What follows belongs to an exercise in optimizing a design on an open flow for small area, a short achievable clock period and few clock cycles per item; a production flow would make more cautious choices.
Only simulation tests tie the RTL to the original design; equivalence was not proved.
No activity file was given, so power comes from the tool's default toggle rates.

// bso_core
module bso_core #(
    parameter W = 64
) (
    input  wire         clk,
    input  wire         rst,           
    input  wire         req_valid,
    input  wire [39:0]  cmd,
    input  wire [W-1:0] a,
    input  wire [W-1:0] b,
    output reg          rsp_valid,
    output wire [W-1:0] rset,
    output wire [15:0]  rcnt,
    output reg          rflag,
    output reg  [1:0]   err
);
    localparam NP = 16;                
    localparam [1:0] ERR_OK = 2'd0, ERR_EMPTY_SET = 2'd1,
                     ERR_INVALID_RANGE = 2'd2, ERR_ILLEGAL_OP = 2'd3;
    wire [5:0]  opc = cmd[5:0];
    wire [1:0]  rsv = cmd[7:6];
    wire [15:0] n1  = cmd[23:8];
    wire [15:0] n2  = cmd[39:24];
    wire go = req_valid & ~rst;
    localparam [3:0] F_AND = 4'b1000, F_OR = 4'b1110, F_XOR = 4'b0110,
                     F_NOTX = 4'b0011, F_CLR = 4'b0100, F_X = 4'b1100,
                     F_BNX = 4'b0010;
    reg [3:0] f;
    reg       rot_r, rot_l, mk_shl, mk_shr, mk_ext, shift_op, test_op;
    reg       c_clz, c_ctz, c_card, c_min, c_max;
    reg       legal;
    always @(*) begin
        f = 4'b0000;
        rot_r = 1'b0; rot_l = 1'b0; mk_shl = 1'b0; mk_shr = 1'b0; mk_ext = 1'b0;
        shift_op = 1'b0; test_op = 1'b0;
        c_clz = 1'b0; c_ctz = 1'b0; c_card = 1'b0; c_min = 1'b0; c_max = 1'b0;
        legal = 1'b1;
        case (opc)
            6'h00, 6'h21:                 f = F_AND;
            6'h01, 6'h09, 6'h20, 6'h30:   f = F_OR;
            6'h02, 6'h0A, 6'h23, 6'h31:   f = F_XOR;
            6'h03, 6'h24:                 f = F_NOTX;
            6'h08, 6'h22, 6'h2F:          f = F_CLR;
            6'h04: begin f = F_X;   rot_l = 1'b1; mk_shl = 1'b1; shift_op = 1'b1; end
            6'h2B: begin f = F_OR;  rot_l = 1'b1; mk_shl = 1'b1; shift_op = 1'b1; end
            6'h05: begin f = F_X;   rot_r = 1'b1; mk_shr = 1'b1; shift_op = 1'b1; end
            6'h2C: begin f = F_AND; rot_r = 1'b1; mk_shr = 1'b1; shift_op = 1'b1; end
            6'h06: begin f = F_X;   rot_l = 1'b1; end
            6'h2D: begin f = F_CLR; rot_l = 1'b1; end
  ...
For scale: ~1800 cells after synthesis, roughly 340 flip-flops, roughly 260 I/O pins, about 0.017 sq mm of cells after synthesis.
Settings: LEC_CHECK=0, CAP_MARGIN=20, CORE_MARGIN=2, CORE_UTILIZATION=25, CTS_CLUSTER_DIAMETER=60, CTS_CLUSTER_SIZE=40, PLACE_DENSITY=0.35, SLEW_MARGIN=20; clock period 12.0 ns.
standard.sh (not shown) runs the stock make flow with config.mk's settings and CLKGATE_MAP_FILE= SYNTH_SCRIPT=/design/flow/synth_recipe.tcl, a recipe that flattens the netlist after the stock synthesis.
==> flow/flow/run.sh <==
#!/bin/bash
# Standard layout, with plain buffers (sky130_fd_sc_hd__buf_1) on the ports
# instead of the delay buffers buffer_ports picks by default, and timing
# repair aimed at a 3.4 ns period (setup margin 8.6 ns on the 12 ns clock).
set -euo pipefail
export BUFFER_PORTS_ARGS="-buffer_cell sky130_fd_sc_hd__buf_1"
export SETUP_SLACK_MARGIN=8.6
bash standard.sh > standard.log 2>&1
Testbench counts at the start, summed over its fixed seeds: cycles 64,032, items 64,000.
==> next run, changes <==
==> flow/flow/run.sh (replaced) <==
#!/bin/bash
# Standard layout, with plain buffers (sky130_fd_sc_hd__buf_1) on the ports
# instead of the delay buffers buffer_ports picks by default, and timing
# repair aimed at a 3.3 ns period (setup margin 8.7 ns on the 12 ns clock).
set -euo pipefail
export BUFFER_PORTS_ARGS="-buffer_cell sky130_fd_sc_hd__buf_1"
export SETUP_SLACK_MARGIN=8.7
bash standard.sh > standard.log 2>&1
- CORE_UTILIZATION: 25 -> 40
- CTS_CLUSTER_DIAMETER: 60 -> 100
- CTS_CLUSTER_SIZE: 40 -> 30
- PLACE_DENSITY: 0.35 -> 0.5
Maximum frequency went up by 3.3%; final area decreases by 5.8%; hold slack loses 0.0067 ns; via count shrinks by 0.71%; clock power goes down by 41%; area after synthesis stays the same; routed wire length decreases by 14%; global-route usage rose by 8.0 points; die area decreases by 37%; sequential share of layout area grows by 1.9 points; synthesized cell count stays the same.
==> next run, changes <==
==> flow/flow/run.sh (replaced) <==
#!/bin/bash
# Standard layout, with plain buffers (sky130_fd_sc_hd__buf_1) on the ports
# instead of the delay buffers buffer_ports picks by default, and timing
# repair aimed at a 3.4 ns period (setup margin 8.6 ns on the 12 ns clock).
set -euo pipefail
export BUFFER_PORTS_ARGS="-buffer_cell sky130_fd_sc_hd__buf_1"
export SETUP_SLACK_MARGIN=8.6
bash standard.sh > standard.log 2>&1
- CORE_UTILIZATION: 40 -> 25
- CTS_CLUSTER_DIAMETER: 100 -> 80
- CTS_CLUSTER_SIZE: 30 -> 24
- PLACE_DENSITY: 0.5 -> 0.35
Result:
- core utilization fell by 16 points
- sequential share of layout area fell by 1.3 points
- worst setup slack is worse by 0.046 ns
- sequential power hardly moves
- synthesized area stays the same
- cell area rose by a few percent
- die area rose by well over a third
- fmax fell slightly
- register-to-register slack is worse by 0.16 ns
- clock-buffer cell count rose by 7
- wire length rose by about a fifth
==> next run, changes <==
- CORE_UTILIZATION: 25 -> 40
- CTS_CLUSTER_DIAMETER: 80 -> 100
- CTS_CLUSTER_SIZE: 24 -> 30
- PLACE_DENSITY: 0.35 -> 0.5
Die area came out lower by well over a third.
Critical path depth does not change.
Global-route usage came out higher by 8.0 points.


fjord:
bso_core again, from the RTL that the note above started with.
Settings: LEC_CHECK=0, CAP_MARGIN=20, CORE_MARGIN=2, CORE_UTILIZATION=25, CTS_CLUSTER_DIAMETER=100, CTS_CLUSTER_SIZE=30, PLACE_DENSITY=0.35, SLEW_MARGIN=20; clock period 12.0 ns.
==> flow/flow/run.sh <==
#!/bin/bash
# Standard layout, with plain buffers (sky130_fd_sc_hd__buf_1) on the ports
# instead of the delay buffers buffer_ports picks by default, and timing
# repair aimed at a 3.4 ns period (setup margin 8.6 ns on the 12 ns clock).
set -euo pipefail
export BUFFER_PORTS_ARGS="-buffer_cell sky130_fd_sc_hd__buf_1"
export SETUP_SLACK_MARGIN=8.6
bash standard.sh > standard.log 2>&1
fjord completed end to end with timing, DRC and antenna clean.
Testbench counts of fjord, summed over its fixed seeds: cycles 64,032, items 64,000.
> inputs changed (fjord -> amber)
- a change of PLACE_DENSITY from 0.35 to 0.65
- a change of CORE_UTILIZATION from 25 to 55
==> run summary <==
amber against fjord: register-to-register slack increased by 0.03 ns relative to the old numbers, logic gate share of total power held, number of buffers added for setup after CTS now sits higher.
fjord was larger in final cell area than amber.
Relative to fjord, arrival time reported for the critical path endpoint decreased by 0.06 ns in amber.
Diff amber and fjord: die boundary height lower in amber

[what the ideal ports hide]
In the flow no input, the clock included, has a driving cell. The finished layouts below were timed again as built, in two steps. Step 1 (the two cells are an assumption about what drives the block):
set clk [get_ports {clk}]
set_driving_cell -lib_cell sky130_fd_sc_hd__clkbuf_16 $clk
set_driving_cell -lib_cell sky130_fd_sc_hd__buf_2 [delete_from_list [all_inputs] $clk]
Step 2 also shifts input and output timing later by t, the mid clock arrival at the registers, as if the neighbouring blocks saw the same clock. a / b / c = ideal ports / drivers / drivers and shift; a / b = the first two.
run	shift t [ns]	setup WS [ns]	clock arrival spread, ns
the first run of note 1	0.695	8.472 / 8.407 / 8.056	0.077 / 0.077
the second run of note 1	0.593	8.586 / 8.527 / 8.035	0.025 / 0.025
the third run of note 1	0.649	8.540 / 8.476 / 8.087	0.037 / 0.036
the fourth run of note 1	0.580	8.604 / 8.548 / 8.091	0.039 / 0.039
fjord	0.628	8.559 / 8.494 / 8.099	0.032 / 0.032
amber	0.570	8.616 / 8.564 / 8.068	0.027 / 0.027
After both steps every run listed still meets setup and hold. For the second run of note 1, which loses most, drivers alone change the setup slack by -0.059 ns; drivers and shift together by -0.551 ns.
